Background: an optimization exercise with open tools, aiming at small area, a short achievable clock period and few clock cycles per item. Do not read the settings as production practice.
At most, simulation tests tie the RTL to the original design; equivalence was not proved.
No functional check of the RTL was part of run 4.
No activity file was given, so power comes from the tool's default toggle rates.

==> flow/design.v <==
module gsm7_alpha (
    input  wire        clk,
    input  wire        rst,           
    input  wire        cmd_valid,
    output wire        cmd_ready,
    input  wire [2:0]  cmd_op,
    input  wire [15:0] cmd_len,
    input  wire        in_valid,
    output wire        in_ready,
    input  wire [31:0] in_data,
    output reg         out_valid,
    input  wire        out_ready,
    output wire [20:0] out_data,
    output reg         res_valid,
    input  wire        res_ready,
    output wire [7:0]  res_err,
    output wire [15:0] res_count
);
    reg         idle;         
    reg         inr;          
    reg         is_dec, is_val;
    reg  [1:0]  pol;
    reg  [10:0] rem;          
    reg         st;           
    reg         flt;          
    reg         r_v, s_v;
    reg  [10:0] r_e, s_e;
    reg  [13:0] od;
    reg  [4:0]  err;          
    reg  [11:0] cnt;
    assign cmd_ready = idle;
    assign in_ready  = inr;
    assign out_data  = {7'd0, od};
    assign res_err   = {3'd0, err};
    assign res_count = {4'd0, cnt};
    wire acc = in_valid && inr;
    wire [32:0] i_i = {is_dec, in_data};
    wire [3:0]  i_f;
    wire i_00_;
    wire i_01_;
    wire i_02_;
    wire i_03_;
    wire i_04_;
    wire i_05_;
    wire i_06_;
    wire i_07_;
    wire i_08_;
    wire i_09_;
    wire i_10_;
    wire i_11_;
    wire i_12_;
    wire i_13_;
    wire i_14_;
    wire i_15_;
    wire i_16_;
    wire i_17_;
    wire i_18_;
    wire i_19_;
    wire i_20_;
    wire i_21_;
    wire i_22_;
    wire i_23_;
    wire i_24_;
    wire i_25_;
    wire i_26_;
    wire i_27_;
    wire i_28_;
    wire i_29_;
    wire i_30_;
    wire i_31_;
    wire i_32_;
    wire i_33_;
    wire i_34_;
    wire i_35_;
    wire i_36_;
    wire i_37_;
    wire i_38_;
    wire i_39_;
    wire i_40_;
    wire i_41_;
    wire i_42_;
    wire i_43_;
    wire i_44_;
    wire i_45_;
    wire i_46_;
    wire i_in_bad;
    wire i_in_gk;
    wire i_in_lo;
    assign i_00_ = ~i_i[20];
    assign i_01_ = ~(i_i[17] | i_i[16]);
    assign i_02_ = i_i[19] | i_i[18];
    assign i_03_ = i_01_ & ~(i_02_);
    assign i_04_ = ~(i_03_ & i_00_);
    assign i_05_ = i_i[31] | i_i[29];
    assign i_06_ = i_05_ | i_i[30];
    assign i_07_ = i_i[26] | i_i[25];
    assign i_08_ = i_i[28] | i_i[27];
    assign i_09_ = i_08_ | i_07_;
    assign i_10_ = i_i[22] | i_i[21];
    assign i_11_ = i_i[24] | i_i[23];
    assign i_12_ = i_11_ | i_10_;
    assign i_13_ = i_12_ | i_09_;
    assign i_14_ = i_13_ | i_06_;
    assign i_15_ = ~(i_14_ | i_04_);
    assign i_16_ = ~(i_i[3] & i_i[2]);
    assign i_17_ = i_i[4] | ~(i_i[5]);
    assign i_18_ = i_17_ | i_16_;
    assign i_19_ = i_i[15] | i_i[14];
    assign i_20_ = i_i[0] | i_i[1];
    assign i_21_ = i_20_ | i_19_;
    assign i_22_ = i_21_ | i_18_;
    assign i_23_ = i_i[11] | i_i[10];
    assign i_24_ = i_i[8] | i_i[9];
    assign i_25_ = ~(i_24_ | i_23_);
    assign i_26_ = i_i[6] | ~(i_i[7]);
    assign i_27_ = i_i[12] | ~(i_i[13]);
    assign i_28_ = i_27_ | i_26_;
    assign i_29_ = i_28_ | ~(i_25_);
    assign i_30_ = ~(i_29_ | i_22_);
    assign i_31_ = ~(i_30_ & i_15_);
    assign i_f[0] = i_31_ & i_i[7];
    assign i_32_ = i_i[13] | i_i[12];
    assign i_33_ = i_32_ | i_19_;
    assign i_34_ = i_15_ & ~(i_33_);
    assign i_in_lo = i_34_ & i_25_;
    assign i_35_ = ~(i_i[12] & i_i[11]);
    assign i_36_ = i_i[14] & ~(i_i[13]);
    assign i_37_ = ~(i_36_ & i_i[15]);
    assign i_38_ = i_37_ | i_35_;
    assign i_39_ = i_38_ | i_04_;
    assign i_40_ = ~i_i[32];
    assign i_41_ = ~((i_03_ | i_00_) & i_40_);
    assign i_42_ = ~(i_41_ | i_14_);
    assign i_in_bad = ~((i_42_ & i_39_) | i_in_lo);
    assign i_43_ = i_i[9] & i_i[7];
    assign i_44_ = ~(i_43_ & i_i[8]);
    assign i_45_ = i_44_ | i_23_;
    assign i_46_ = i_45_ | ~(i_34_);
    assign i_in_gk = ~(i_46_ & i_31_);
    assign i_f[3:1] = { i_in_bad, i_in_lo, i_in_gk };
    wire [10:0] in_e = {i_f, in_data[6:0]};
    wire        r_bad = r_e[10];
    wire        r_lo  = r_e[9];
    wire        r_gk  = r_e[8];
    wire [7:0]  b     = r_e[7:0];
    wire        is_enc = !is_dec && !is_val;
    wire        esc    = st;
    wire        half   = st;
    wire        alla   = st;
    wire [12:0] t_i = {is_dec, st, st, r_e[9:0]};
    wire [15:0] t_y;
    wire t_000_;
    wire t_001_;
    wire t_002_;
    wire t_003_;
    wire t_004_;
    wire t_005_;
    wire t_006_;
    wire t_007_;
    wire t_008_;
    wire t_009_;
    wire t_010_;
    wire t_011_;
    wire t_012_;
    wire t_013_;
    wire t_014_;
    wire t_015_;
    wire t_016_;
    wire t_017_;
    wire t_018_;
    wire t_019_;
    wire t_020_;
    wire t_021_;
    wire t_022_;
    wire t_023_;
    wire t_024_;
    wire t_025_;
    wire t_026_;
    wire t_027_;
    wire t_028_;
    wire t_029_;
    wire t_030_;
    wire t_031_;
    wire t_032_;
    wire t_033_;
    wire t_034_;
    wire t_035_;
    wire t_036_;
    wire t_037_;
    wire t_038_;
    wire t_039_;
    wire t_040_;
    wire t_041_;
    wire t_042_;
    wire t_043_;
    wire t_044_;
    wire t_045_;
    wire t_046_;
    wire t_047_;
    wire t_048_;
    wire t_049_;
    wire t_050_;
    wire t_051_;
    wire t_052_;
    wire t_053_;
    wire t_054_;
    wire t_055_;
    wire t_056_;
    wire t_057_;
    wire t_058_;
    wire t_059_;
    wire t_060_;
    wire t_061_;
    wire t_062_;
    wire t_063_;
    wire t_064_;
    wire t_065_;
    wire t_066_;
    wire t_067_;
    wire t_068_;
    wire t_069_;
    wire t_070_;
    wire t_071_;
    wire t_072_;
    wire t_073_;
    wire t_074_;
    wire t_075_;
    wire t_076_;
    wire t_077_;
    wire t_078_;
    wire t_079_;
    wire t_080_;
    wire t_081_;
    wire t_082_;
    wire t_083_;
    wire t_084_;
    wire t_085_;
    wire t_086_;
    wire t_087_;
    wire t_088_;
    wire t_089_;
    wire t_090_;
    wire t_091_;
    wire t_092_;
    wire t_093_;
    wire t_094_;
    wire t_095_;
    wire t_096_;
    wire t_097_;
    wire t_098_;
    wire t_099_;
    wire t_100_;
    wire t_101_;
    wire t_102_;
    wire t_103_;
    wire t_104_;
    wire t_105_;
    wire t_106_;
    wire t_107_;
    wire t_108_;
    wire t_109_;
    wire t_110_;
    wire t_111_;
    wire t_112_;
    wire t_113_;
    wire t_114_;
    wire t_115_;
    wire t_116_;
    wire t_117_;
    wire t_118_;
    wire t_119_;
    wire t_120_;
    wire t_121_;
    wire t_122_;
    wire t_123_;
    wire t_124_;
    wire t_125_;
    wire t_126_;
    wire t_127_;
    wire t_128_;
    wire t_129_;
    wire t_130_;
    wire t_131_;
    wire t_132_;
    wire t_133_;
    wire t_134_;
    wire t_135_;
    wire t_136_;
    wire t_137_;
    wire t_138_;
    wire t_139_;
    wire t_140_;
    wire t_141_;
    wire t_142_;
    wire t_143_;
    wire t_144_;
    wire t_145_;
    wire t_146_;
    wire t_147_;
    wire t_148_;
    wire t_149_;
    wire t_150_;
    wire t_151_;
    wire t_152_;
    wire t_153_;
    wire t_154_;
    wire t_155_;
    wire t_156_;
    wire t_157_;
    wire t_158_;
    wire t_159_;
    wire t_160_;
    wire t_161_;
    wire t_162_;
    wire t_163_;
    wire t_164_;
    wire t_165_;
    wire t_166_;
    wire t_167_;
    wire t_168_;
    wire t_169_;
    wire t_170_;
    wire t_171_;
    wire t_172_;
    wire t_173_;
    wire t_174_;
    wire t_175_;
    wire t_176_;
    wire t_177_;
    wire t_178_;
    wire t_179_;
    wire t_180_;
    wire t_181_;
    wire t_182_;
    wire t_183_;
    wire t_184_;
    wire t_185_;
    wire t_186_;
    wire t_187_;
    wire t_188_;
    wire t_189_;
    wire t_190_;
    wire t_191_;
    wire t_192_;
    wire t_193_;
    wire t_194_;
    wire t_195_;
    wire t_196_;
    wire t_197_;
    wire t_198_;
    wire t_199_;
    wire t_200_;
    wire t_201_;
    wire t_202_;
    wire t_203_;
    wire t_204_;
    wire t_205_;
    wire t_206_;
    wire t_207_;
    wire t_208_;
    wire t_209_;
    wire t_210_;
    wire t_211_;
    wire t_212_;
    wire t_213_;
    wire t_214_;
    wire t_215_;
    wire t_216_;
    wire t_217_;
    wire t_218_;
    wire t_219_;
    wire t_220_;
    wire t_221_;
    wire t_222_;
    wire t_223_;
    wire t_224_;
    wire t_225_;
    wire t_226_;
    wire t_227_;
    wire t_228_;
    wire t_229_;
    wire t_230_;
    wire t_231_;
    wire t_232_;
    wire t_233_;
    wire t_234_;
    wire t_235_;
    wire t_236_;
    wire t_237_;
    wire t_238_;
    wire t_239_;
    wire t_240_;
    wire t_241_;
    wire t_242_;
    wire t_243_;
    wire t_244_;
    wire t_245_;
    wire t_246_;
    wire t_247_;
    wire t_248_;
    wire t_249_;
    wire t_250_;
    wire t_251_;
    wire t_252_;
    wire t_253_;
    wire t_254_;
    wire t_255_;
    wire t_256_;
    wire t_257_;
    wire t_258_;
    wire t_259_;
    wire t_260_;
    wire t_261_;
    wire t_262_;
    wire t_263_;
    wire t_264_;
    wire t_265_;
    wire t_266_;
    wire t_267_;
    wire t_268_;
    wire t_269_;
    wire t_270_;
    wire t_271_;
    wire t_272_;
    wire t_273_;
    wire t_274_;
    wire t_275_;
    wire t_276_;
    wire t_277_;
    wire t_278_;
    wire t_279_;
    wire t_280_;
    wire t_281_;
    wire t_282_;
    wire t_283_;
    wire t_284_;
    wire t_285_;
    wire t_286_;
    wire t_287_;
    wire t_288_;
    wire t_289_;
    wire t_290_;
    wire t_291_;
    wire t_292_;
    wire t_293_;
    wire t_294_;
    wire t_295_;
    wire t_296_;
    wire t_297_;
    wire t_298_;
    wire t_299_;
    wire t_300_;
    wire t_301_;
    wire t_302_;
    wire t_303_;
    wire t_304_;
    wire t_305_;
    wire t_306_;
    wire t_307_;
    wire t_308_;
    wire t_309_;
    wire t_310_;
    wire t_311_;
    wire t_312_;
    wire t_313_;
    wire t_314_;
    wire t_315_;
    wire t_316_;
    wire t_317_;
    wire t_318_;
    wire t_319_;
    wire t_320_;
    wire t_321_;
    wire t_322_;
    wire t_323_;
    wire t_324_;
    assign t_155_ = ~t_i[7];
    assign t_165_ = ~t_i[2];
    assign t_176_ = ~(t_i[3] | t_i[0]);
    assign t_186_ = ~(t_i[4] | t_i[1]);
    assign t_197_ = ~(t_186_ & t_176_);
    assign t_207_ = t_165_ & ~(t_197_);
    assign t_217_ = ~(t_207_ & t_155_);
    assign t_228_ = ~t_i[1];
    assign t_238_ = ~t_i[0];
    assign t_249_ = t_i[3] & t_i[2];
    assign t_260_ = t_238_ & ~(t_249_);
    assign t_262_ = t_228_ & ~(t_260_);
    assign t_263_ = t_i[0] | ~(t_i[4]);
    assign t_264_ = t_263_ | ~(t_262_);
    assign t_265_ = t_i[4] & t_i[3];
    assign t_266_ = t_i[0] & t_i[1];
    assign t_267_ = ~((t_266_ | t_i[2]) & t_265_);
    assign t_268_ = t_i[4] & ~(t_i[3]);
    assign t_269_ = ~(t_i[2] | t_i[1]);
    assign t_270_ = t_i[2] & t_i[1];
    assign t_271_ = ~(t_270_ | t_269_);
    assign t_272_ = t_i[2] & t_i[0];
    assign t_273_ = ~(t_i[2] | t_i[0]);
    assign t_274_ = t_273_ | t_272_;
    assign t_275_ = ~(t_274_ | t_271_);
    assign t_276_ = ~(t_275_ & t_268_);
    assign t_277_ = ~(t_276_ & t_197_);
    assign t_278_ = ~((t_267_ & t_155_) | t_277_);
    assign t_279_ = ~((t_264_ | t_155_) & t_278_);
    assign t_280_ = ~(t_279_ & t_217_);
    assign t_281_ = t_i[4] & ~(t_i[6]);
    assign t_282_ = ~(t_281_ & t_272_);
    assign t_283_ = t_i[9] & ~(t_i[8]);
    assign t_284_ = ~(t_283_ & t_i[5]);
    assign t_285_ = ~((t_282_ & t_280_) | t_284_);
    assign t_286_ = ~((t_i[3] & t_i[1]) | t_i[6]);
    assign t_287_ = ~(t_i[7] | t_i[6]);
    assign t_288_ = ~t_287_;
    assign t_289_ = ~(t_i[5] | t_i[1]);
    assign t_290_ = ~t_289_;
    assign t_291_ = ~((t_290_ & t_288_) | t_176_);
    assign t_292_ = ~((t_290_ | t_288_) & t_291_);
    assign t_293_ = t_i[7] & ~(t_i[6]);
    assign t_294_ = ~t_293_;
    assign t_295_ = t_i[0] & ~(t_i[4]);
    assign t_296_ = t_295_ & ~(t_i[1]);
    assign t_297_ = t_i[1] & ~(t_i[0]);
    assign t_298_ = t_297_ | t_268_;
    assign t_299_ = ~((t_298_ | t_296_) & t_294_);
    assign t_300_ = t_i[7] | ~(t_i[6]);
    assign t_301_ = t_186_ & ~(t_i[0]);
    assign t_302_ = ~t_301_;
    assign t_303_ = ~((t_302_ | t_294_) & (t_300_ | t_i[4]));
    assign t_304_ = t_299_ & ~(t_303_);
    assign t_305_ = ~((t_304_ & t_292_) | t_165_);
    assign t_306_ = t_286_ & ~(t_305_);
    assign t_307_ = t_285_ & ~(t_306_);
    assign t_308_ = t_i[4] & ~(t_i[2]);
    assign t_309_ = t_295_ | ~(t_263_);
    assign t_310_ = ~(t_309_ & t_i[1]);
    assign t_311_ = t_i[2] & ~(t_i[4]);
    assign t_312_ = t_311_ | t_308_;
    assign t_313_ = ~(t_312_ | t_310_);
    assign t_314_ = ~t_313_;
    assign t_315_ = ~t_i[3];
    assign t_316_ = t_i[4] & t_i[1];
    assign t_317_ = ~(t_316_ | t_186_);
    assign t_318_ = t_317_ & ~(t_315_);
    assign t_319_ = t_i[2] & ~(t_318_);
    assign t_320_ = ~((t_319_ & t_314_) | (t_308_ & t_275_));
    assign t_321_ = ~(t_i[0] | t_i[1]);
    assign t_322_ = t_165_ & ~(t_309_);
    assign t_323_ = t_322_ | ~(t_321_);
    assign t_324_ = t_i[0] & ~(t_249_);
    assign t_000_ = t_323_ & ~(t_324_);
    assign t_001_ = ~(t_289_ & t_i[3]);
    assign t_002_ = t_001_ | t_000_;
    assign t_003_ = t_320_ & ~(t_002_);
    assign t_004_ = ~t_i[5];
    assign t_005_ = ~((t_264_ & t_197_) | t_004_);
    assign t_006_ = t_i[4] | t_i[3];
    assign t_007_ = t_i[2] & ~(t_006_);
    assign t_008_ = ~(t_i[4] & t_i[2]);
    assign t_009_ = ~(t_266_ & t_i[3]);
    assign t_010_ = t_004_ & ~(t_009_);
    assign t_011_ = t_010_ & ~(t_008_);
    assign t_012_ = t_011_ | t_007_;
    assign t_013_ = t_012_ | t_005_;
    assign t_014_ = t_013_ | t_003_;
    assign t_015_ = t_i[7] & t_i[6];
    assign t_016_ = t_015_ & t_014_;
    assign t_017_ = t_004_ & ~(t_300_);
    assign t_018_ = ~t_i[4];
    assign t_019_ = t_266_ & ~(t_i[2]);
    assign t_020_ = t_i[2] & ~(t_266_);
    assign t_021_ = ~(t_020_ | t_019_);
    assign t_022_ = ~(t_i[6] | t_i[5]);
    assign t_023_ = ~t_022_;
    assign t_024_ = ~((t_023_ | t_i[0]) & (t_021_ | t_018_));
    assign t_025_ = ~t_024_;
    assign t_026_ = t_i[1] & ~(t_i[3]);
    assign t_027_ = t_i[3] & ~(t_i[1]);
    assign t_028_ = ~((t_027_ | t_026_) & t_238_);
    assign t_029_ = t_186_ | ~(t_272_);
    assign t_030_ = ~(t_029_ & t_006_);
    assign t_031_ = t_028_ & ~(t_030_);
    assign t_032_ = t_i[7] | t_i[4];
    assign t_033_ = t_274_ & ~(t_032_);
    assign t_034_ = ~((t_033_ & t_031_) | (t_025_ & t_017_));
    assign t_035_ = t_295_ & ~(t_i[3]);
    assign t_036_ = ~t_269_;
    assign t_037_ = ~((t_302_ & t_036_) | t_315_);
    assign t_038_ = ~t_i[6];
    assign t_039_ = ~((t_297_ & t_268_) | t_038_);
    assign t_040_ = t_039_ & ~(t_037_);
    assign t_041_ = t_i[5] & ~(t_040_);
    assign t_042_ = ~((t_035_ | t_294_) & t_041_);
    assign t_043_ = ~(t_042_ & t_034_);
    assign t_044_ = ~(t_043_ | t_016_);
    assign t_045_ = t_283_ & ~(t_044_);
    assign t_046_ = ~(t_045_ | t_307_);
    assign t_047_ = ~(t_i[3] | t_i[2]);
    assign t_048_ = ~(t_047_ & t_289_);
    assign t_049_ = t_i[5] & ~(t_i[4]);
    assign t_050_ = t_i[4] & ~(t_i[5]);
    assign t_051_ = t_i[9] | ~(t_i[8]);
    assign t_052_ = t_293_ & ~(t_051_);
    assign t_053_ = ~((t_050_ | t_049_) & t_052_);
    assign t_054_ = t_053_ | ~(t_048_);
    assign t_055_ = t_293_ & ~(t_271_);
    assign t_056_ = ~t_055_;
    assign t_057_ = ~(t_005_ | t_279_);
    assign t_058_ = t_207_ | t_038_;
    assign t_059_ = t_283_ & ~(t_058_);
    assign t_060_ = t_059_ & ~(t_057_);
    assign t_061_ = t_305_ | ~(t_321_);
    assign t_062_ = ~((t_249_ | t_i[5]) & t_297_);
    assign t_063_ = ~((t_i[5] & t_i[3]) | t_019_);
    assign t_064_ = t_063_ & ~(t_053_);
    assign t_065_ = t_287_ & ~(t_051_);
    assign t_066_ = ~((t_065_ & t_301_) | (t_064_ & t_062_));
    assign t_067_ = t_061_ & ~(t_066_);
    assign t_068_ = ~(t_067_ | t_060_);
    assign t_069_ = ~((t_056_ | t_046_) & t_068_);
    assign t_070_ = ~t_069_;
    assign t_071_ = t_315_ & ~(t_273_);
    assign t_072_ = t_i[5] & ~(t_071_);
    assign t_073_ = ~((t_072_ & t_036_) | (t_070_ & t_054_));
    assign t_074_ = t_046_ & ~(t_073_);
    assign t_y[14] = ~t_074_;
    assign t_075_ = ~t_186_;
    assign t_076_ = ~((t_075_ | t_165_) & t_038_);
    assign t_077_ = t_i[7] | ~(t_i[3]);
    assign t_078_ = t_077_ | ~(t_283_);
    assign t_079_ = t_076_ & ~(t_078_);
    assign t_080_ = t_079_ & t_024_;
    assign t_081_ = ~(t_080_ | t_067_);
    assign t_082_ = t_284_ | ~(t_266_);
    assign t_083_ = t_016_ & ~(t_082_);
    assign t_y[15] = t_083_ | ~(t_081_);
    assign t_084_ = t_004_ & ~(t_322_);
    assign t_085_ = ~(t_001_ & t_197_);
    assign t_086_ = ~((t_050_ & t_026_) | t_085_);
    assign t_087_ = t_086_ & ~(t_084_);
    assign t_088_ = t_i[11] | ~(t_i[12]);
    assign t_089_ = t_249_ | ~(t_281_);
    assign t_090_ = ~(t_089_ | t_088_);
    assign t_y[8] = t_090_ & ~(t_087_);
    assign t_091_ = t_267_ & ~(t_058_);
    assign t_092_ = ~t_i[11];
    assign t_093_ = ~((t_296_ & t_249_) | t_087_);
    assign t_094_ = t_091_ | t_207_;
    assign t_095_ = t_093_ & ~(t_094_);
    assign t_096_ = ~t_324_;
    assign t_097_ = ~(t_274_ & t_315_);
    assign t_098_ = t_260_ & ~(t_018_);
    assign t_099_ = ~((t_098_ & t_097_) | (t_096_ & t_i[1]));
    assign t_100_ = t_095_ & ~(t_099_);
    assign t_101_ = ~((t_i[5] & t_i[3]) | t_100_);
    assign t_102_ = ~(t_287_ & t_228_);
    assign t_103_ = ~(t_102_ | t_312_);
    assign t_104_ = t_103_ & ~(t_101_);
    assign t_105_ = ~((t_017_ & t_207_) | t_092_);
    assign t_106_ = t_105_ & ~(t_104_);
    assign t_107_ = t_249_ & ~(t_310_);
    assign t_108_ = t_107_ & ~(t_042_);
    assign t_109_ = t_106_ & ~(t_108_);
    assign t_110_ = ~t_265_;
    assign t_111_ = t_286_ & ~(t_270_);
    assign t_112_ = t_111_ & t_110_;
    assign t_113_ = t_022_ & ~(t_112_);
    assign t_114_ = t_i[2] & ~(t_i[1]);
    assign t_115_ = t_i[6] & ~(t_i[3]);
    assign t_116_ = ~((t_115_ & t_114_) | t_113_);
    assign t_117_ = t_093_ | t_032_;
    assign t_118_ = ~((t_117_ | t_116_) & t_109_);
    assign t_119_ = t_118_ & ~(t_092_);
    assign t_120_ = ~t_119_;
    assign t_121_ = ~((t_120_ | t_091_) & t_i[12]);
    assign t_122_ = t_i[6] & ~(t_091_);
    assign t_123_ = t_092_ & ~(t_122_);
    assign t_124_ = t_095_ | ~(t_123_);
    assign t_y[7] = t_124_ & ~(t_121_);
    assign t_125_ = ~((t_285_ & t_i[6]) | t_069_);
    assign t_126_ = ~t_i[12];
    assign t_127_ = t_i[10] | ~(t_y[15]);
    assign t_128_ = ~((t_127_ | t_y[14]) & t_126_);
    assign t_129_ = ~t_122_;
    assign t_130_ = ~(t_048_ | t_309_);
    assign t_131_ = t_i[6] & ~(t_011_);
    assign t_132_ = ~((t_131_ | t_130_) & (t_129_ | t_i[4]));
    assign t_133_ = ~t_132_;
    assign t_134_ = t_i[3] & ~(t_i[4]);
    assign t_135_ = t_i[2] & ~(t_268_);
    assign t_136_ = ~((t_135_ & t_022_) | t_134_);
    assign t_137_ = t_093_ & ~(t_136_);
    assign t_138_ = t_137_ | t_i[11];
    assign t_139_ = ~((t_138_ | t_133_) & t_i[12]);
    assign t_y[6] = ~((t_139_ | t_109_) & (t_128_ | t_125_));
    assign t_140_ = t_i[0] | ~(t_i[2]);
    assign t_141_ = ~(t_265_ & t_092_);
    assign t_142_ = t_141_ | t_023_;
    assign t_143_ = ~((t_142_ & t_120_) | (t_140_ & t_228_));
    assign t_144_ = t_132_ & ~(t_031_);
    assign t_145_ = t_i[11] | t_i[5];
    assign t_146_ = ~((t_145_ | t_144_) & t_i[12]);
    assign t_147_ = ~t_081_;
    assign t_148_ = t_074_ & ~(t_147_);
    assign t_149_ = t_300_ | ~(t_057_);
    assign t_150_ = ~(t_149_ | t_100_);
    assign t_151_ = ~t_150_;
    assign t_152_ = ~(t_041_ & t_155_);
    assign t_153_ = ~((t_152_ | t_095_) & t_151_);
    assign t_154_ = t_153_ | t_307_;
    assign t_156_ = ~(t_154_ | t_148_);
    assign t_y[5] = ~((t_156_ | t_128_) & (t_146_ | t_143_));
    assign t_157_ = ~(t_148_ | t_128_);
    assign t_158_ = ~((t_273_ & t_i[1]) | t_272_);
    assign t_159_ = ~((t_115_ | t_022_) & t_158_);
    assign t_160_ = t_238_ ? t_i[1] : t_004_;
    assign t_161_ = t_122_ & ~(t_160_);
    assign t_162_ = t_i[8] ? t_004_ : t_i[7];
    assign t_163_ = ~((t_162_ | t_161_) & (t_159_ | t_262_));
    assign t_164_ = t_263_ & ~(t_315_);
    assign t_166_ = t_164_ & ~(t_084_);
    assign t_167_ = t_i[7] & ~(t_111_);
    assign t_168_ = t_167_ & ~(t_166_);
    assign t_169_ = t_i[8] | ~(t_i[7]);
    assign t_170_ = ~(t_169_ | t_115_);
    assign t_171_ = t_165_ ? t_i[0] : t_170_;
    assign t_172_ = t_171_ & t_168_;
    assign t_173_ = ~((t_163_ & t_032_) | t_172_);
    assign t_174_ = ~t_109_;
    assign t_175_ = t_028_ & ~(t_272_);
    assign t_177_ = t_175_ | t_i[6];
    assign t_178_ = ~((t_177_ & t_009_) | (t_038_ & t_i[5]));
    assign t_179_ = t_159_ | t_i[4];
    assign t_180_ = t_178_ & ~(t_179_);
    assign t_181_ = ~((t_122_ & t_049_) | t_088_);
    assign t_182_ = ~((t_178_ | t_018_) & t_181_);
    assign t_183_ = ~((t_182_ | t_180_) & (t_174_ | t_126_));
    assign t_y[4] = ~((t_173_ & t_157_) | t_183_);
    assign t_184_ = t_i[4] | ~(t_i[8]);
    assign t_185_ = ~(t_122_ | t_077_);
    assign t_187_ = t_185_ | t_168_;
    assign t_188_ = ~t_i[8];
    assign t_189_ = t_110_ & ~(t_035_);
    assign t_190_ = ~((t_189_ | t_188_) & t_151_);
    assign t_191_ = t_076_ | t_317_;
    assign t_192_ = ~((t_191_ & t_190_) | (t_187_ & t_184_));
    assign t_193_ = t_122_ | t_022_;
    assign t_194_ = ~((t_273_ & t_i[1]) | t_313_);
    assign t_195_ = ~((t_194_ & t_193_) | t_315_);
    assign t_196_ = ~((t_023_ | t_320_) & t_181_);
    assign t_198_ = ~((t_196_ | t_195_) & (t_118_ | t_126_));
    assign t_y[3] = ~((t_192_ & t_157_) | t_198_);
    assign t_199_ = t_075_ & ~(t_020_);
    assign t_200_ = ~((t_281_ & t_266_) | t_301_);
    assign t_201_ = ~((t_199_ | t_i[3]) & t_200_);
    assign t_202_ = ~((t_201_ & t_004_) | (t_133_ & t_272_));
    assign t_203_ = t_202_ | t_091_;
    assign t_204_ = t_318_ | ~(t_193_);
    assign t_205_ = ~((t_204_ & t_165_) | t_088_);
    assign t_206_ = ~((t_205_ & t_203_) | (t_119_ & t_028_));
    assign t_208_ = ~(t_034_ & t_010_);
    assign t_209_ = ~(t_172_ | t_305_);
    assign t_210_ = t_209_ & t_208_;
    assign t_211_ = t_268_ | t_155_;
    assign t_212_ = t_008_ & ~(t_211_);
    assign t_213_ = t_212_ & t_072_;
    assign t_214_ = t_210_ & ~(t_213_);
    assign t_y[2] = ~((t_214_ & t_157_) | (t_206_ & t_128_));
    assign t_215_ = t_122_ & ~(t_014_);
    assign t_216_ = t_026_ & ~(t_308_);
    assign t_218_ = t_311_ | ~(t_009_);
    assign t_219_ = t_218_ | t_216_;
    assign t_220_ = ~(t_324_ & t_265_);
    assign t_221_ = t_295_ | t_092_;
    assign t_222_ = ~((t_221_ & t_023_) | (t_274_ & t_315_));
    assign t_223_ = ~((t_222_ & t_220_) | t_i[1]);
    assign t_224_ = ~((t_223_ & t_129_) | (t_219_ & t_022_));
    assign t_225_ = t_215_ | ~(t_224_);
    assign t_226_ = t_225_ | t_106_;
    assign t_227_ = t_095_ & ~(t_i[7]);
    assign t_229_ = ~((t_227_ | t_016_) & t_228_);
    assign t_230_ = t_i[1] & ~(t_227_);
    assign t_231_ = ~((t_095_ | t_155_) & t_230_);
    assign t_232_ = t_312_ & ~(t_260_);
    assign t_233_ = ~((t_232_ & t_170_) | (t_000_ & t_i[8]));
    assign t_234_ = ~((t_231_ | t_147_) & t_233_);
    assign t_235_ = t_229_ & ~(t_234_);
    assign t_y[1] = ~((t_235_ & t_157_) | (t_226_ & t_i[12]));
    assign t_236_ = ~(t_268_ & t_228_);
    assign t_237_ = t_i[7] & ~(t_134_);
    assign t_239_ = ~((t_237_ & t_236_) | (t_184_ & t_238_));
    assign t_240_ = ~((t_210_ & t_016_) | t_239_);
    assign t_241_ = ~((t_210_ | t_056_) & t_240_);
    assign t_242_ = t_321_ | t_i[5];
    assign t_243_ = t_242_ | t_165_;
    assign t_244_ = ~t_190_;
    assign t_245_ = t_i[0] & ~(t_114_);
    assign t_246_ = ~((t_036_ & t_188_) | t_i[4]);
    assign t_247_ = ~((t_269_ & t_i[8]) | (t_110_ & t_263_));
    assign t_248_ = t_247_ | t_246_;
    assign t_250_ = ~((t_248_ | t_279_) & (t_245_ | t_244_));
    assign t_251_ = ~((t_250_ & t_243_) | (t_241_ & t_151_));
    assign t_252_ = t_i[0] ? t_165_ : t_i[5];
    assign t_253_ = ~(t_252_ & t_119_);
    assign t_254_ = t_136_ & ~(t_228_);
    assign t_255_ = ~((t_215_ | t_238_) & t_254_);
    assign t_256_ = t_122_ & ~(t_i[4]);
    assign t_257_ = ~((t_256_ | t_i[0]) & (t_112_ | t_023_));
    assign t_258_ = t_257_ & ~(t_100_);
    assign t_259_ = t_092_ & ~(t_258_);
    assign t_261_ = ~((t_259_ & t_255_) | t_126_);
    assign t_y[0] = ~((t_261_ & t_253_) | (t_251_ & t_157_));
    assign t_y[13] = ~(t_121_ | t_120_);
    assign t_y[12:9] = { 3'h0, t_y[8] };
    wire [1:0]  cls   = t_y[15:14];      
    wire [13:0] t_d   = t_y[13:0];
    wire        alpha = cls[1] ^ cls[0];
    wire xd = r_lo && (b == 8'h0A || b == 8'h14 || b == 8'h28 || b == 8'h29 || b == 8'h2F ||
                       b == 8'h3C || b == 8'h3D || b == 8'h3E || b == 8'h40 || b == 8'h65);
    wire xe = (r_gk && b == 8'h2C) ||
              (r_lo && (b == 8'h0C || b == 8'h5B || b == 8'h5C || b == 8'h5D || b == 8'h5E ||
                        b == 8'h7B || b == 8'h7C || b == 8'h7D || b == 8'h7E));
    wire can_out = !out_valid || out_ready;
    wire pe      = r_v && !res_valid;
    wire go      = pe && can_out;
    wire f13  = r_bad;
    wire f14  = is_dec && !esc && b[7];
    wire fna  = is_enc && !alpha && (pol[0] == pol[1]);      
    wire flt_now = go && !flt && (f13 || f14 || fna);
    wire [4:0] f_code = {f13 || f14, 1'b0, f14 && !f13, f13 || (fna && pol[0]), f13 || (fna && !pol[0])};
    wire emit = !flt && (is_dec ? (esc || (b != 8'h1B && !b[7])) : (!is_val && (alpha || pol != 2'd2)));
    wire keep = !flt && !r_bad && (is_dec ? (esc && !xd) : (!is_val && xe && !half));
    wire cons = go && !keep;
    wire drained = (rem == 11'd0) && !r_v && !s_v;
    wire tail    = !idle && is_dec && !is_val && esc && !flt && drained;
    wire tail_go = tail && can_out;
    wire fin     = !idle && drained && !tail && !res_valid && can_out;
    wire r_v_n = cons ? (s_v || acc) : (r_v || acc);
    wire s_v_n = cons ? (s_v && acc) : (s_v || (r_v && acc));
    wire rem1  = (rem == 11'd1);
    wire c_op  = (cmd_op[2:1] == 2'b11);
    wire c_len = (cmd_len > 16'd1024);
    wire c_imm = c_op || c_len;
    always @(posedge clk) begin
        if (!r_v || cons)
            r_e <= s_v ? s_e : in_e;
        if (!s_v || cons)
            s_e <= in_e;
        if (go || tail_go)
            od <= tail ? 14'h00A0 : t_d;
        if (idle) begin
            is_dec <= (cmd_op == 3'd5) || c_imm;
            is_val <= (cmd_op == 3'd4) || c_imm;
            pol    <= c_imm ? {1'b0, !c_op} : cmd_op[1:0];
            rem    <= c_imm ? 11'd0 : cmd_len[10:0];
            st     <= (cmd_op == 3'd4) && (cmd_len != 16'd0) && !c_len;
            flt    <= 1'b0;
        end else begin
            rem <= rem - {10'd0, acc};
            if (go && !flt) begin
                if (is_dec)      st <= !esc && (b == 8'h1B);
                else if (is_val) st <= alla && alpha;
                else             st <= xe && !half;
            end
            if (flt_now) flt <= 1'b1;
            if (tail_go) st <= 1'b0;
        end
        if (rst) begin
            idle      <= 1'b1;
            inr       <= 1'b0;
            r_v       <= 1'b0;
            s_v       <= 1'b0;
            out_valid <= 1'b0;
            res_valid <= 1'b0;
            err       <= 5'd0;
            cnt       <= 12'd0;
        end else begin
            r_v <= r_v_n;
            s_v <= s_v_n;
            out_valid <= (go && emit) || tail_go || (out_valid && !out_ready);
            res_valid <= fin || (res_valid && !res_ready);
            if (idle)
                idle <= !cmd_valid;
            else if (fin)
                idle <= 1'b1;
            if (idle)
                inr <= cmd_valid && !c_imm && (cmd_len != 16'd0);
            else
                inr <= (rem != 11'd0) && !(rem1 && acc) && !(r_v_n && s_v_n);
            if (res_valid && res_ready)
                err <= 5'd0;
            else if (fin && is_dec && is_val)
                err <= {3'b100, pol[0], 1'b0};
            else if (flt_now)
                err <= f_code;
            if (res_valid && res_ready)
                cnt <= 12'd0;
            else if (fin && (flt || is_val))
                cnt <= {11'd0, is_val && !is_dec && alla && !flt};
            else
                cnt <= cnt + {11'd0, out_valid && out_ready};
        end
    end
endmodule
==> flow/flow/run.sh <==
#!/bin/bash
# The standard layout (standard.sh), with plain buf_1 cells as the port buffers
# instead of the default choice (repair_timing resizes them where timing needs it).
set -euo pipefail
bash standard.sh BUFFER_PORTS_ARGS="-buffer_cell sky130_fd_sc_hd__buf_1" finish > standard.log 2>&1
==> flow/standard.sh <==
#!/bin/bash
# synth_recipe.tcl (not shown) runs the flow's synth.tcl, then flattens the netlist and writes it again
# the make line also repeats each setting of config.mk as NAME=value (left out here)
make -C /OpenROAD-flow-scripts/flow DESIGN_CONFIG=/design/flow/config.mk WORK_HOME=/design/flow/orfs CLKGATE_MAP_FILE= SYNTH_SCRIPT=/design/flow/synth_recipe.tcl "${@:-finish}"
==> flow/config.mk <==
export PLATFORM = sky130hd
export DESIGN_NAME = gsm7_alpha
export DESIGN_NICKNAME = gsm7_alpha
export VERILOG_FILES = /design/flow/design.v
export SDC_FILE = /design/flow/constraint.sdc
export NUM_CORES = 4
export LEC_CHECK = 0
export ABC_AREA = 1
export CAP_MARGIN = 20
export CORE_MARGIN = 2
export CORE_UTILIZATION = 40
export CTS_BUF_LIST = sky130_fd_sc_hd__clkbuf_8
export CTS_CLUSTER_SIZE = 40
export SETUP_SLACK_MARGIN = 5
export SLEW_MARGIN = 20
==> flow/constraint.sdc <==
create_clock -name core_clock -period 8.0 [get_ports {clk}]
set_input_delay 1.6000 -clock core_clock [delete_from_list [all_inputs] [get_ports {clk}]]
set_output_delay 1.6000 -clock core_clock [all_outputs]
set_load 0.01 [all_outputs]
==> flow_metrics.env, run 1 <==
export IMPL_max_stage_delay_ns=0.40
export IMPL_clkPwrFrac_pct=25.9
export IMPL_final_core_util_pct=48.57
export IMPL_cts_tree="done"
export IMPL_grt_first_pass_wirelength_um=27360
export IMPL_dp_hpwl_um=12790
export IMPL_cts_buffer_depth=2
export IMPL_powerDensity_nw_per_um2=180.8
export IMPL_wire_per_inst_um=16.32
export IMPL_r2r_start="r_e[2]"
export IMPL_startpoint="r_e[2]"
export IMPL_max_cap_violations=0
export IMPL_synth_edf_count=37
export IMPL_max_slew_margin_pct=47.68
export IMPL_grt_usage_pct=24.49
export IMPL_overflow=0
export IMPL_final_layout_size_suffix_gt1_share_pct=14.72
export IMPL_diodes=0
export IMPL_layout_nets=965
export IMPL_drt_initial_drc_count=549
export IMPL_dr_pass1_iters=6
export IMPL_crit_top_cell="nand2_1"
export IMPL_ys_types=49
export IMPL_worst_slew_pin_slew_ns=0.7824
export IMPL_min_period_ns=2.856
export IMPL_pwr_share_comb_pct=36.4
export IMPL_clockRootBuffer="clkbuf_8"
export IMPL_pre_cts_slack_ns=4.272
export IMPL_worst_ep_arrival_time_ns=2.95
export IMPL_avgSynthCellArea_um2=6.806
export IMPL_clkLatencyLatePin_ns=0.36
export IMPL_p_switching_uw=451.5
export IMPL_final_max_slew_viol_count=0
export IMPL_seq_power_share_pct=37.7
export IMPL_rsz0062_at_grt="false"
export IMPL_htreeDepth=3
export IMPL_power_mw=1.154
export IMPL_cp_end_kind="register"
export IMPL_final_common_cell="nand2_1"
export IMPL_path_max_fanout=19
export IMPL_period_share_pct=35.70
export IMPL_die_y_um=119.4
export IMPL_area_delta_synth_final_pct=19.89
export IMPL_setup_viol=0
export IMPL_hold_viol_final=0
export IMPL_grt_pass1_vias=5340
export IMPL_antenna_found_initial=0
export IMPL_tns_ns=0
export IMPL_portBuffers=87
export IMPL_clk_pin_slew_worst_paths_ns=0.09
export IMPL_p_leak_nw=2.726
export IMPL_final_cell_mix="nand2_1 (151), inv_1 (93), buf_1 (87), nor2_1 (85), o21ai_0 (50)"
export IMPL_clock_sinks=71
export IMPL_seq_area_frac_synth_pct=33.66
export IMPL_syn_inst=782
export IMPL_ys_top_cells_by_area="edfxtp_1 (21%), dfxtp_1 (13%), nand2_1 (11%), nor2_1 (7.0%), inv_1 (6.8%)"
export IMPL_io_pins=106
export IMPL_cpMaxStageDelayCell="ha_2"
export IMPL_crit_family="simple AND/OR/NAND/NOR gates"
export IMPL_yosysTopAreaCellShare_pct=20.87
export IMPL_num_rows=42
export IMPL_synth_top_cell_by_area="edfxtp_1"
export IMPL_ant_nets=0
export IMPL_min_delay_path_class="reg2reg"
export IMPL_dpl_instance_area_um2=5699
export IMPL_synthArstFlopShare_pct=0
export IMPL_postLayoutCellArea_um2=6381
export IMPL_ys_flop_type="edfxtp_1"
export IMPL_synth_area_um2=5323
export IMPL_skew_ns=0.02002
export IMPL_viasPerCell=5.362
export IMPL_reg2reg_depth=20
export IMPL_p_int_uw=702.1
export IMPL_cp_cell_sequence="buf_12 -> inv_8 -> ha_2 -> nand3_2 -> a21oi_2 -> nand2_1 -> nand3_2 -> nand2_4 -> nand2_1 -> nand2_1 -> nand2_2 -> nand2_2 -> nand3_2 -> nand2_4 -> nand4_1 -> nand2_1 -> inv_2 -> nand2_4 -> o21ai_2 -> nor2_1"
export IMPL_path_class="reg2reg"
export IMPL_cp_num_cells=20
export IMPL_status="finished clean"
export IMPL_endpoint="od[0]"
export IMPL_grt_max_degree=27
export IMPL_die_area_um2=14250
export IMPL_initial_utilization_pct=40.51
export IMPL_finalWeightedCongestion=1.056
export IMPL_max_freq_ghz=0.3501
export IMPL_irDropWorstVdd_mv=0.1103
export IMPL_drc=0
export IMPL_wl_um=17400
export IMPL_core_area_um2=13140
export IMPL_fin_ws_ns=5.144
export IMPL_vias=5716
export IMPL_cts_buffers=9
export IMPL_ys_warn_count=1
export IMPL_p_sw_share_pct=39.14
export IMPL_rrSetupSlack_ns=5.14
export IMPL_cp_num_buf_inv=3
export IMPL_r2r_end="od[0]"
export IMPL_startpoint_type="register"
export IMPL_die_w_um=119.4
export IMPL_synth_seq_cells=71
export IMPL_required_ns=8.09
[tightest hold or removal path: stages (launching register included)]
cell and delay, ns:
dfxtp_1 0.32, nand2_1 0.06, a21oi_1 0.05
[what timing repair did]
action	4_1_cts	5_1_grt
gates resized for setup	8	74
hold buffers	0	0
endpoints found under the setup margin	52	63
gates cloned	0	0
pin swaps	0	9
setup buffers	13	13
hold endpoints to repair	0	0
[area by class of cell]
type                            instances  area [um^2]
Clock buffer                           10        137.6
Clock inverter                          6        66.31
Fill cell                            1388         6756
Inverter                              107        424.2
Multi-Input combinational cell        582         3179
Sequential cell                        71         1797
Tap cell                              176        220.2
Timing Repair Buffer                  114        556.8
[state kept, by name, indices dropped and copies added (netlist names), 2 cells and up]
signal and cells:
cnt 12, err 4, od 10, pol 2, r_e 11, rem 11
s_e 11
[worst min path at each step]
stage / startpoint / end / cells after the start
2_1_floorplan: rem[5] / rem[5] / 2
3_3_place_gp: err[2] / err[2] / 2
3_5_place_dp: err[2] / err[2] / 2
4_1_cts: err[2] / err[2] / 2
5_1_grt: err[2] / err[2] / 2
6_report: err[2] / err[2] / 2
[cell families (layout without fill, tap and decap cells)]
kind of cell | count (synthesis) | count (layout) | share of synthesized area [%]
buffers and inverters | 146 | 237 | 12.08
and+or+nand+nor | 395 | 395 | 32.72
adders and majority gates | 23 | 23 | 5.407
other | 1 | 18 | 0.07045
DFF | 71 | 71 | 33.66
xor gates and xnor gates | 9 | 9 | 1.481
AOI/OAI and AO/OA | 137 | 137 | 14.57
[cells in the mapped netlist (all sizes together) (2+ instances only)]
| master | instances |
|---|---|
| o22ai | 5 |
| xor2 | 6 |
| o211ai | 7 |
| a31oi | 7 |
| nor3 | 25 |
| clkbuf | 8 |
| o21ai | 58 |
| or2 | 6 |
| o31ai | 3 |
| xnor2 | 3 |
| inv | 105 |
| nand4 | 19 |
| o32ai | 2 |
| nor4 | 10 |
| edfxtp | 37 |
| ha | 23 |
| a211oi | 3 |
| buf | 31 |
| nand3 | 57 |
| dfxtp | 34 |
| clkinv | 2 |
| nor2 | 101 |
| nand2 | 170 |
| a21oi | 43 |
| or4 | 2 |
[power by group through the flow]
stage,combinational (mW),clock [mW],sequential [mW]
after floorplan,0.242,0,0.438
after global placement,0.335,0,0.461
after detailed placement,0.324,0,0.460
after CTS,0.362,0.308,0.433
after global routing,0.452,0.325,0.438
final,0.420,0.299,0.434
[through the flow]
stage / instances / hold slack, ns
2_1_floorplan: 799 / 0.4656
3_3_place_gp: 1024 / 0.4548
3_5_place_dp: 1024 / 0.4549
4_1_cts: 1053 / 0.4689
5_1_grt: 1066 / 0.4822
6_report: 1066 / 0.4648
[layer usage]
layer  share of wire, %  GRT usage [%]
met5                  0              0
met3                9.5          5.891
met1                 42          32.11
met2                 43          36.85
met4                5.9          13.97
Testbench counts, summed over its fixed seeds: cycles 38,358, items 35,725.
==> inputs of run 2 (changes only) <==
--- a/flow/flow/run.sh
+++ b/flow/flow/run.sh
@@ -4,2 +4,2 @@
 set -euo pipefail
-bash standard.sh BUFFER_PORTS_ARGS="-buffer_cell sky130_fd_sc_hd__buf_1" finish > standard.log 2>&1
+bash standard.sh BUFFER_PORTS_ARGS="-buffer_cell sky130_fd_sc_hd__buf_1" SETUP_SLACK_MARGIN=4.7 finish > standard.log 2>&1
==> run 2 against run 1 <==
Net effect: clock power barely moved; power decreased by 2.8%; first-iteration DRC count up 8.9%; highest routed layer unchanged.
==> flow_metrics.env, run 2 <==
export IMPL_skew_ns=0.01891
export IMPL_final_layout_size_suffix_gt1_share_pct=8.381
export IMPL_max_cap_violations=0
export IMPL_num_rows=42
export IMPL_grt_max_degree=27
export IMPL_power_mw=1.121
export IMPL_fin_ws_ns=4.939
export IMPL_cp_end_kind="register"
export IMPL_final_cell_mix="nand2_1 (162), inv_1 (96), nor2_1 (96), buf_1 (87), nand3_1 (54)"
export IMPL_clk_pin_slew_worst_paths_ns=0.09
export IMPL_overflow=0
export IMPL_path_max_fanout=19
export IMPL_grt_first_pass_wirelength_um=26880
export IMPL_irDropWorstVdd_mv=0.1098
export IMPL_pre_cts_slack_ns=4.272
export IMPL_cts_tree="done"
export IMPL_rsz0062_at_grt="true"
export IMPL_yosysTopAreaCellShare_pct=20.87
export IMPL_ys_warn_count=1
export IMPL_syn_inst=782
export IMPL_powerDensity_nw_per_um2=183.4
export IMPL_clockRootBuffer="clkbuf_8"
export IMPL_ant_nets=0
export IMPL_synth_seq_cells=71
export IMPL_ys_top_cells_by_area="edfxtp_1 (21%), dfxtp_1 (13%), nand2_1 (11%), nor2_1 (7.0%), inv_1 (6.8%)"
export IMPL_viasPerCell=5.388
export IMPL_p_leak_nw=2.632
export IMPL_max_slew_margin_pct=50.29
export IMPL_cts_buffers=9
export IMPL_layout_nets=958
export IMPL_drc=0
export IMPL_largest_reg_flops=12
export IMPL_tns_ns=0
export IMPL_worst_ep_arrival_time_ns=3.16
export IMPL_vias=5706
export IMPL_startpoint_type="register"
export IMPL_wire_per_inst_um=15.98
export IMPL_synth_top_cell_by_area="edfxtp_1"
export IMPL_drt_initial_drc_count=598
export IMPL_diodes=0
export IMPL_setup_viol=0
export IMPL_final_max_slew_viol_count=0
export IMPL_p_int_uw=689.2
export IMPL_worst_slew_pin_slew_ns=0.7389
export IMPL_period_share_pct=38.26
export IMPL_hold_buffers=0
export IMPL_min_delay_path_class="reg2reg"
export IMPL_synth_common_cells="nand2_1 (162), nor2_1 (99), inv_1 (96)"
export IMPL_hold_viol_final=0
export IMPL_antenna_found_initial=0
export IMPL_min_period_ns=3.061
export IMPL_wl_um=16920
export IMPL_synth_area_um2=5323
export IMPL_clock_sinks=71
export IMPL_fill_cells=1426
export IMPL_final_common_cell="nand2_1"
export IMPL_required_ns=8.09
export IMPL_seq_power_share_pct=38.9
export IMPL_top_register="cnt"
export IMPL_ys_flop_type="edfxtp_1"
export IMPL_portBuffers=87
export IMPL_clkLatencyLatePin_ns=0.36
export IMPL_die_y_um=119.4
export IMPL_max_freq_ghz=0.3267
export IMPL_cts_buffer_depth=2
export IMPL_yosysMostFrequentCell="nand2_1"
export IMPL_pwr_share_comb_pct=34.5
export IMPL_io_pins=106
export IMPL_path_class="reg2reg"
export IMPL_initial_utilization_pct=40.51
export IMPL_avgSynthCellArea_um2=6.806
export IMPL_synthArstFlopShare_pct=0
export IMPL_p_sw_share_pct=38.52
export IMPL_p_switching_uw=431.8
export IMPL_htreeDepth=3
export IMPL_seq_area_frac_synth_pct=33.66
export IMPL_die_area_um2=14250
export IMPL_finalWeightedCongestion=1.056
export IMPL_ys_types=49
export IMPL_grt_pass1_vias=5295
export IMPL_core_area_um2=13140
export IMPL_synth_edf_count=37
export IMPL_grt_usage_pct=24.03
export IMPL_die_w_um=119.4
export IMPL_status="finished clean"
export IMPL_dp_hpwl_um=12790
export IMPL_clkPwrFrac_pct=26.6
export IMPL_dr_pass1_iters=6
export IMPL_area_delta_synth_final_pct=14.81
-- run 2: cell count changes in the layout (fill, tap and decap cells not counted), moves of 4 or more --
cell     delta
nand2_1    +11
nand2_2     -8
nand3_2     -5
nor3_1      +4
buf_4       -4
nor2_2      -8
ha_1        +4
a21oi_2     -5
nor3_2      -4
nor2_1     +11
ha_2        -5
a21oi_1     +6
nand3_1     +6
-- run 2: worst max-delay path, stage by stage (launching register included) --
cell and delay [ns]:
edfxtp_1 0.41, buf_8 0.19, inv_4 0.18, ha_1 0.22, inv_1 0.08, nand2_1 0.08, nand2_1 0.05, nand3_1 0.15
nand2_1 0.08, nor2_1 0.24, nor2_1 0.07, nand2_1 0.06, nand2_1 0.05, nand2_1 0.10, nand2_2 0.07, nand3_2 0.08
nand2_2 0.08, nand4_1 0.08, nand2_1 0.08, inv_1 0.12, nand2_1 0.12, nor2_1 0.14, nor3_1 0.06
-- run 2: metal layers --
layer  track usage (%)  wire, um
met5                 0         0
met4             13.01       869
met3             5.843      1571
met2             36.46      7286
met1             31.48      7196
-- run 2: layout make-up --
class,instances,area (um^2),share of cell area (%)
inverter,107,412.9,6.757
tap,176,220.2,3.604
clock inverter,6,66.31,1.085
sequential,71,1793,29.34
timing repair buffer,107,488.0,7.985
multi-input combinational,582,2993,48.98
clock buffer,10,137.6,2.252
-- run 2: power by group through the flow --
stage          combinational [mW]  clock, mW  sequential, mW
2_1_floorplan               0.242          0           0.438
3_3_place_gp                0.335          0           0.461
3_5_place_dp                0.324          0           0.460
4_1_cts                     0.340      0.308           0.441
5_1_grt                     0.419      0.325           0.440
6_report                    0.387      0.298           0.436
-- run 2: kinds of logic (layout without fill, tap and decap cells) --
group,after synthesis,count (layout),share of synthesized area (%)
adders and majority gates,23,23,5.407
AOI/OAI and AO/OA,137,137,14.57
buffers and inverters,146,230,12.08
xor gates and xnor gates,9,9,1.481
DFF,71,71,33.66
other,1,18,0.07045
and+or+nand+nor,395,395,32.72
-- run 2: final timing paths --
check	start	slack, ns	cells past startpoint	endpoint
max reg2reg	r_e[2]	4.94	22	od[3]
max	r_e[2]	4.94	22	od[3]
min reg2reg	err[2]	0.46	2	err[2]
min	err[2]	0.46	2	err[2]
-- run 2: repair_timing --
| item | 4_1_cts | 5_1_grt |
|---|---|---|
| setup endpoints to repair | 17 | 29 |
| setup buffers | 4 | 15 |
| cloned | 0 | 0 |
| resized for setup | 0 | 17 |
| pin swaps | 0 | 1 |
-- run 2: through the flow --
| step | utilization, % | cells | hold WS (ns) | cell area, um^2 |
|---|---|---|---|---|
| floorplan | - | 799 | 0.4656 | 5386 |
| global placement | 43.38 | 1024 | 0.4548 | 5699 |
| detailed placement | 43.38 | 1024 | 0.4549 | 5699 |
| CTS | 45.16 | 1044 | 0.4689 | 5933 |
| global route | 46.51 | 1059 | 0.4803 | 6111 |
| finish | 46.51 | 1059 | 0.4635 | 6111 |
==> inputs of run 3 (changes only) <==
==> flow/flow/run.sh (replaced) <==
#!/bin/bash
# The standard layout (standard.sh), with plain buf_1 cells as the port buffers
# instead of the default choice (repair_timing resizes them where timing needs it).
set -euo pipefail
bash standard.sh BUFFER_PORTS_ARGS="-buffer_cell sky130_fd_sc_hd__buf_1" SETUP_SLACK_MARGIN=5.25 finish > standard.log 2>&1
==> run 3 against run 2 <==
Net effect: global-route usage grew 2.1 points; sequential power hardly changed; critical path depth down 3; clock-buffer cell count rose by 2; register-to-register slack improved by 0.17 ns; power increased by 7.6%; design area is 15% higher; synthesized cell count unchanged; flip-flop and latch count did not move; largest cell class unchanged; largest power group is now combinational logic.
==> flow_metrics.env, run 3 <==
export IMPL_worstHoldPathCells=2
export IMPL_clock_sinks=71
export IMPL_path_class="reg2reg"
export IMPL_die_area_um2=14250
export IMPL_cts_buffers=9
export IMPL_min_to="err[0]"
export IMPL_largest_reg_flops=12
export IMPL_yosysMostFrequentCell="nand2_1"
export IMPL_path_max_fanout=6
export IMPL_grt_pass1_vias=5523
export IMPL_worstHoldStart="err[0]"
export IMPL_layout_nets=998
export IMPL_antenna_found_initial=0
export IMPL_viasPerCell=5.505
export IMPL_grt_busiest_layer="met2"
export IMPL_grt_usage_pct=26.17
export IMPL_powerDensity_nw_per_um2=172.2
export IMPL_status="finished clean"
export IMPL_syn_inst=782
export IMPL_avgSynthCellArea_um2=6.806
export IMPL_whs_ns=0.4804
export IMPL_core_area_um2=13140
export IMPL_use_met2_pct=40.63
export IMPL_dpl_cell_count=1024
export IMPL_wl_um=18730
export IMPL_grt_util_met1_pct=33.94
export IMPL_ys_warn_count=1
export IMPL_hold_viol_final=0
export IMPL_synth_seq_cells=71
export IMPL_top_register="cnt"
export IMPL_max_stage_delay_ns=0.43
export IMPL_fill_cells=1343
export IMPL_clk_pin_slew_worst_paths_ns=0.08
export IMPL_initial_utilization_pct=40.51
export IMPL_overflow=0
export IMPL_dr_pass1_iters=8
export IMPL_period_share_pct=36.09
export IMPL_min_delay_path_class="reg2reg"
export IMPL_final_common_cell="nand2_1"
export IMPL_max_slew_margin_pct=53.71
export IMPL_rrSetupSlack_ns=5.11
export IMPL_irDropWorstVdd_mv=0.1075
export IMPL_grt_first_pass_wirelength_um=28800
export IMPL_final_instance_count_excl_fill=1099
export IMPL_drc=0
export IMPL_synth_edf_count=37
export IMPL_clkLatencyLatePin_ns=0.35
export IMPL_dpl_instance_area_um2=5816
export IMPL_io_pins=106
export IMPL_htreeDepth=3
export IMPL_synth_common_cells="nand2_1 (162), nor2_1 (99), inv_1 (96)"
export IMPL_cts_tree="done"
export IMPL_max_freq_ghz=0.3464
export IMPL_synth_area_um2=5323
export IMPL_skew_ns=0.01279
export IMPL_grt_max_degree=27
export IMPL_postLayoutCellArea_um2=7002
export IMPL_rsz0062_at_grt="true"
export IMPL_seqCellArea_um2=1797
export IMPL_drt_initial_drc_count=688
export IMPL_final_max_slew_viol_count=0
export IMPL_final_core_util_pct=53.30
export IMPL_cp_num_buf_inv=6
export IMPL_use_met3_pct=6.418
export IMPL_finalWeightedCongestion=1.081
export IMPL_die_w_um=119.4
export IMPL_final_layout_size_suffix_gt1_share_pct=23.29
export IMPL_clockRootBuffer="clkbuf_8"
export IMPL_p_leak_nw=2.968
export IMPL_startpoint_type="register"
export IMPL_yosysTopAreaCellShare_pct=20.87
export IMPL_required_ns=8.10
export IMPL_num_rows=42
export IMPL_vias=6050
export IMPL_ys_flop_type="edfxtp_1"
export IMPL_die_y_um=119.4
export IMPL_ys_types=49
export IMPL_diodes=0
export IMPL_tns_ns=0
export IMPL_ys_top_cells_by_area="edfxtp_1 (21%), dfxtp_1 (13%), nand2_1 (11%), nor2_1 (7.0%), inv_1 (6.8%)"
export IMPL_worst_ep_arrival_time_ns=2.99
export IMPL_cts_buffer_depth=2
export IMPL_r2r_end="od[2]"
export IMPL_dp_hpwl_um=13390
export IMPL_reg2reg_depth=19
export IMPL_min_period_ns=2.887
export IMPL_max_cap_violations=0
export IMPL_final_cell_mix="nand2_1 (138), inv_1 (84), buf_1 (84), nor2_1 (81), buf_4 (53)"
export IMPL_multi_input_area_um2=3528
export IMPL_crit_family="simple AND/OR/NAND/NOR gates"
export IMPL_seq_area_frac_synth_pct=33.66
export IMPL_cpMaxStageDelayCell="edfxtp_1"
export IMPL_crit_top_cell="nand2_1"
export IMPL_cp_cell_sequence="clkinvlp_4 -> buf_4 -> buf_4 -> nand2_2 -> nand3_1 -> nand2_1 -> nand3_1 -> nand2_2 -> nand2_1 -> a21oi_1 -> inv_1 -> nor2_4 -> inv_2 -> nand4_1 -> nand2_1 -> inv_2 -> nand2_4 -> nor3_2 -> nor2_1"
export IMPL_ant_nets=0
export IMPL_wire_per_inst_um=17.04
export IMPL_synth_top_cell_by_area="edfxtp_1"
export IMPL_synthArstFlopShare_pct=0
export IMPL_portBuffers=87
export IMPL_cp_end_kind="register"
export IMPL_worst_slew_pin_slew_ns=0.6880
export IMPL_area_delta_synth_final_pct=31.55
export IMPL_setup_viol=0
export IMPL_r2r_start="r_e[1]"
run 3: area by class of cell:
| type | count | area share [%] |
|---|---|---|
| flip-flops and latches | 71 | 25.66 |
| clock inverters | 4 | 0.3753 |
| repair buffers | 147 | 11.95 |
| multi-input cells | 582 | 50.39 |
| clock buffers | 12 | 2.359 |
| inverters | 107 | 6.111 |
| well taps | 176 | 3.145 |
run 3: report_power, final:
group	leakage, nW	internal (mW)	switching [mW]
clock	0.103	0.138	0.133
sequential	0.646	0.412	0.0252
combinational	2.22	0.175	0.321
run 3: routing by layer:
metal | routed length (um) | share of wire (%) | vias up
met5 | 0 | 0 | -
met4 | 1095 | 5.8 | 0
met3 | 1877 | 10 | 105
met2 | 8226 | 44 | 378
met1 | 7532 | 40 | 2707
li1 | - | - | 2860
run 3: through the flow:
step	total power, mW	setup WS, ns
after floorplan	0.6834	5.102
after global placement	0.8121	4.367
after detailed placement	0.7956	4.436
after CTS	1.146	5.250
after global routing	1.259	5.030
final	1.206	5.113
run 3: what timing repair did:
item,CTS,global route
setup endpoints to repair,63,55
gates cloned,0,0
endpoints found under the hold margin,0,0
hold buffers,0,0
setup buffers,47,12
pin swaps,14,29
resized for setup,63,82
run 3: logic make-up after synthesis:
group,after synthesis,synth area share (%)
xor gates and xnor gates,9,1.481
DFF,71,33.66
and+or+nand+nor,395,32.72
other,1,0.07045
buffers and inverters,146,12.08
AOI/OAI and AO/OA,137,14.57
adders and majority gates,23,5.407
run 3: worst register-to-register path, stage by stage, from the launching register on:
cell	delay [ns]
edfxtp_1	0.43
clkinvlp_4	0.23
buf_4	0.20
buf_4	0.16
nand2_2	0.11
nand3_1	0.11
nand2_1	0.08
nand3_1	0.09
nand2_2	0.09
nand2_1	0.09
a21oi_1	0.17
inv_1	0.10
nor2_4	0.14
inv_2	0.05
nand4_1	0.07
nand2_1	0.09
inv_2	0.12
nand2_4	0.08
nor3_2	0.16
nor2_1	0.07
run 3: worst max path at each step:
stage,from,end,slack (ns),cells after the start
CTS,cmd_len[0],is_val,5.25,8
detailed placement,r_e[1],od[7],4.44,18
global placement,r_e[1],od[7],4.37,18
global route,r_e[1],od[0],5.03,19
finish,r_e[1],od[2],5.11,19
floorplan,cmd_len[15],is_val,5.10,4
==> inputs of run 4 (changes only) <==
--- a/flow/design.v
+++ b/flow/design.v
@@ -838,2 +838,3 @@
     wire r_v_n = cons ? (s_v || acc) : (r_v || acc);
+    wire r_ld  = !r_v || cons;
     wire s_v_n = cons ? (s_v && acc) : (s_v || (r_v && acc));
@@ -844,4 +845,3 @@
     always @(posedge clk) begin
-        if (!r_v || cons)
-            r_e <= s_v ? s_e : in_e;
+        r_e <= ({11{r_ld && !s_v}} & in_e) | ({11{r_ld && s_v}} & s_e) | ({11{!r_ld}} & r_e);
         if (!s_v || cons)
==> flow/flow/run.sh (replaced) <==
#!/bin/bash
# The standard layout (standard.sh), with plain buf_1 cells as the port buffers
# instead of the default choice (repair_timing resizes them where timing needs it).
set -euo pipefail
bash standard.sh BUFFER_PORTS_ARGS="-buffer_cell sky130_fd_sc_hd__buf_1" finish > standard.log 2>&1
==> run 4 against run 3 <==
Net effect: critical path type is now in2reg; flip-flop and latch count stayed put; synthesized area is 1.8% higher; global-route usage is 1.5 points lower; largest power group is now sequential cells; cell count is 2.2% lower.
==> flow_metrics.env, run 4 <==
export IMPL_ys_warn_count=1
export IMPL_wl_um=17630
export IMPL_synthArstFlopShare_pct=0
export IMPL_synth_simple_area_share_pct=35.08
export IMPL_min_delay_path_class="reg2reg"
export IMPL_postLayoutCellArea_um2=6265
export IMPL_final_layout_size_suffix_gt1_share_pct=12.57
export IMPL_tns_ns=0
export IMPL_cts_buffers=9
export IMPL_required_ns=8.12
export IMPL_max_stage_delay_ns=0.54
export IMPL_final_common_cell="nand2_1"
export IMPL_synth_common_cells="nand2_1 (172), inv_1 (98), nor2_1 (81)"
export IMPL_synth_top_cell_by_area="dfxtp_1"
export IMPL_fill_cells=1414
export IMPL_crit_family="simple AND/OR/NAND/NOR gates"
export IMPL_synth_top_family_by_area="simple AND/OR/NAND/NOR gates"
export IMPL_max_cap_violations=0
export IMPL_synth_seq_cells=71
export IMPL_dp_hpwl_um=13300
export IMPL_multi_input_area_um2=3232
export IMPL_cts_tree="done"
export IMPL_powerDensity_nw_per_um2=146.0
export IMPL_drc=0
export IMPL_final_max_slew_viol_count=0
export IMPL_ys_types=53
export IMPL_synthMuxAreaShare_pct=0
export IMPL_worst_slew_pin_slew_ns=0.5313
export IMPL_initial_utilization_pct=40.91
export IMPL_synth_edf_count=26
export IMPL_grt_max_degree=27
export IMPL_rsz0062_at_grt="false"
export IMPL_path_max_fanout=3
export IMPL_cp_cell_sequence="buf_1 -> or4_4 -> nor4_4 -> a21oi_2 -> nor2_4 -> inv_1 -> or2_2"
export IMPL_synthAdderAreaFrac_pct=5.312
export IMPL_grt_usage_pct=24.65
export IMPL_grt_pass1_vias=5351
export IMPL_reg2reg_depth=19
export IMPL_clk_pin_slew_worst_paths_ns=0.08
export IMPL_portBuffers=87
export IMPL_drt_initial_drc_count=620
export IMPL_clkLatencyLatePin_ns=0.36
export IMPL_finalWeightedCongestion=1.045
export IMPL_cp_num_buf_inv=2
export IMPL_hold_viol_final=0
export IMPL_final_cell_mix="nand2_1 (169), inv_1 (95), buf_1 (87), nor2_1 (76), nand3_1 (60)"
export IMPL_overflow=0
export IMPL_antenna_found_initial=0
export IMPL_setup_viol=0
export IMPL_yosysMostFrequentCell="nand2_1"
export IMPL_diodes=0
export IMPL_largest_reg_flops=12
export IMPL_cp_num_cells=7
export IMPL_synthXorXnorAreaFrac_pct=0.3233
export IMPL_synth_area_um2=5418
export IMPL_startpoint_type="input port"
export IMPL_cp_end_kind="register"
export IMPL_dpl_instance_area_um2=5798
export IMPL_period_share_pct=36.71
export IMPL_seqCellArea_um2=1704
export IMPL_worst_ep_arrival_time_ns=3.05
export IMPL_die_w_um=120.4
export IMPL_seq_area_frac_synth_pct=31.04
export IMPL_die_area_um2=14490
export IMPL_grt_first_pass_wirelength_um=27970
export IMPL_p_leak_nw=2.697
export IMPL_core_area_um2=13240
export IMPL_min_period_ns=2.937
export IMPL_status="finished clean"
export IMPL_worstHoldPathCells=2
export IMPL_irDropWorstVdd_mv=0.05760
export IMPL_cts_buffer_depth=2
export IMPL_final_core_util_pct=47.31
export IMPL_htreeDepth=3
export IMPL_clock_sinks=71
export IMPL_wire_per_inst_um=16.40
export IMPL_vias=5859
export IMPL_ant_nets=0
export IMPL_dr_pass1_iters=9
export IMPL_power_uw=914.7
export IMPL_avgSynthCellArea_um2=6.755
export IMPL_clockRootBuffer="clkbuf_8"
export IMPL_path_class="in2reg"
export IMPL_area_delta_synth_final_pct=15.64
export IMPL_synth_compound_area_share_pct=15.27
export IMPL_yosysTopAreaCellShare_pct=16.63
export IMPL_ys_top_cells_by_area="dfxtp_1 (17%), edfxtp_1 (14%), nand2_1 (12%), inv_1 (6.8%), nand3_1 (5.6%)"
export IMPL_syn_inst=802
export IMPL_skew_ns=0.01701
export IMPL_max_slew_margin_pct=64.51
export IMPL_cpMaxStageDelayCell="or4_4"
export IMPL_max_freq_ghz=0.3405
export IMPL_ys_flop_type="dfxtp_1"
export IMPL_layout_nets=974
export IMPL_num_rows=42
export IMPL_top_register="cnt"
export IMPL_io_pins=106
export IMPL_die_y_um=120.4
export IMPL_viasPerCell=5.450
## run 4: layout make-up
type                       instances  share of cell area [%]
clock inverter                     6                  0.6790
inverter                         113                   7.130
multi-input combinational        593                   51.59
timing repair buffer             106                   7.689
clock buffer                      10                   2.197
sequential                        71                   27.20
tap                              176                   3.515
## run 4: where the power goes
part	internal, mW	switching, mW
clock	0.122	0.143
combinational	0.0778	0.163
sequential	0.389	0.0198
## run 4: what timing repair did
action                                  4_1_cts  5_1_grt
endpoints found under the setup margin       55       49
buffers inserted                              6       12
hold buffers                                  0        0
pin swaps                                     1        2
gates resized for setup                      20       27
## run 4: tightest hold or removal path, stage by stage, from the launching register on
cell and delay [ns]:
edfxtp_1 0.32, nand2_1 0.05, o221ai_1 0.05
## run 4: kinds of logic (layout without fill, tap and decap cells)
group | Yosys count | in the layout
AOI/OAI and AO/OA | 137 | 137
xor gates and xnor gates | 2 | 2
DFF | 71 | 71
other | 1 | 18
and+or+nand+nor | 413 | 413
buffers and inverters | 155 | 235
adders and majority gates | 23 | 23
## run 4: worst paths after layout
path                                to  startpoint  slack (ns)
worst min-delay path            r_e[2]      s_e[2]        0.45
worst max-delay path            is_val  cmd_len[1]        5.06
worst max register to register   od[1]      r_e[4]        5.16
worst min register to register  r_e[2]      s_e[2]        0.45
## run 4: routing by layer
| metal | vias to the layer above | part of all wire [%] | wire length [um] | GRT usage (%) |
|---|---|---|---|---|
| li1 | 2857 | - | - | - |
| met3 | 68 | 8.8 | 1558 | 4.764 |
| met5 | - | 0 | 0 | 0 |
| met2 | 341 | 44 | 7708 | 37.46 |
| met4 | 0 | 4.3 | 751 | 12.35 |
| met1 | 2593 | 43 | 7612 | 33.32 |
## run 4: stage by stage
stage	cells	setup WS [ns]	hold slack, ns
final	1075	5.063	0.4477
after global routing	1075	4.971	0.4760
after CTS	1063	4.868	0.4483
after detailed placement	1041	3.985	0.4398
after global placement	1041	4.079	0.4351
after floorplan	819	4.812	0.4289

==> port drivers added, routing unchanged <==
In the flow no input, the clock included, has a driving cell. The finished layouts below were timed again as built, in two steps.
Step 1 assumes that a clkbuf_16 drives the clock port and a buf_2 every other input.
Step 2 moves the port delays by t, midway between the first and last clock arrival at a register: inputs arrive t later, outputs are due t later. That takes back most of the time a late clock gives input paths.
Slacks: no drivers / after step 1 / after step 2; pairs: no drivers / after step 1.
run	t (ns)	slack for setup (ns)	hold WS [ns]	pins driven straight from the clock port
run 1	0.388	5.144 / 5.144 / 4.786	0.465 / 0.465 / 0.465	1
run 2	0.389	4.939 / 4.939 / 4.662	0.463 / 0.463 / 0.463	1
run 3	0.382	5.113 / 5.113 / 4.913	0.480 / 0.480 / 0.480	1
run 4	0.388	5.063 / 5.079 / 4.692	0.448 / 0.448 / 0.448	1
After both steps setup and hold are still met in every run listed. The setup slack of run 4, which loses most, moves by +0.016 ns with the drivers and by -0.371 ns with both steps.
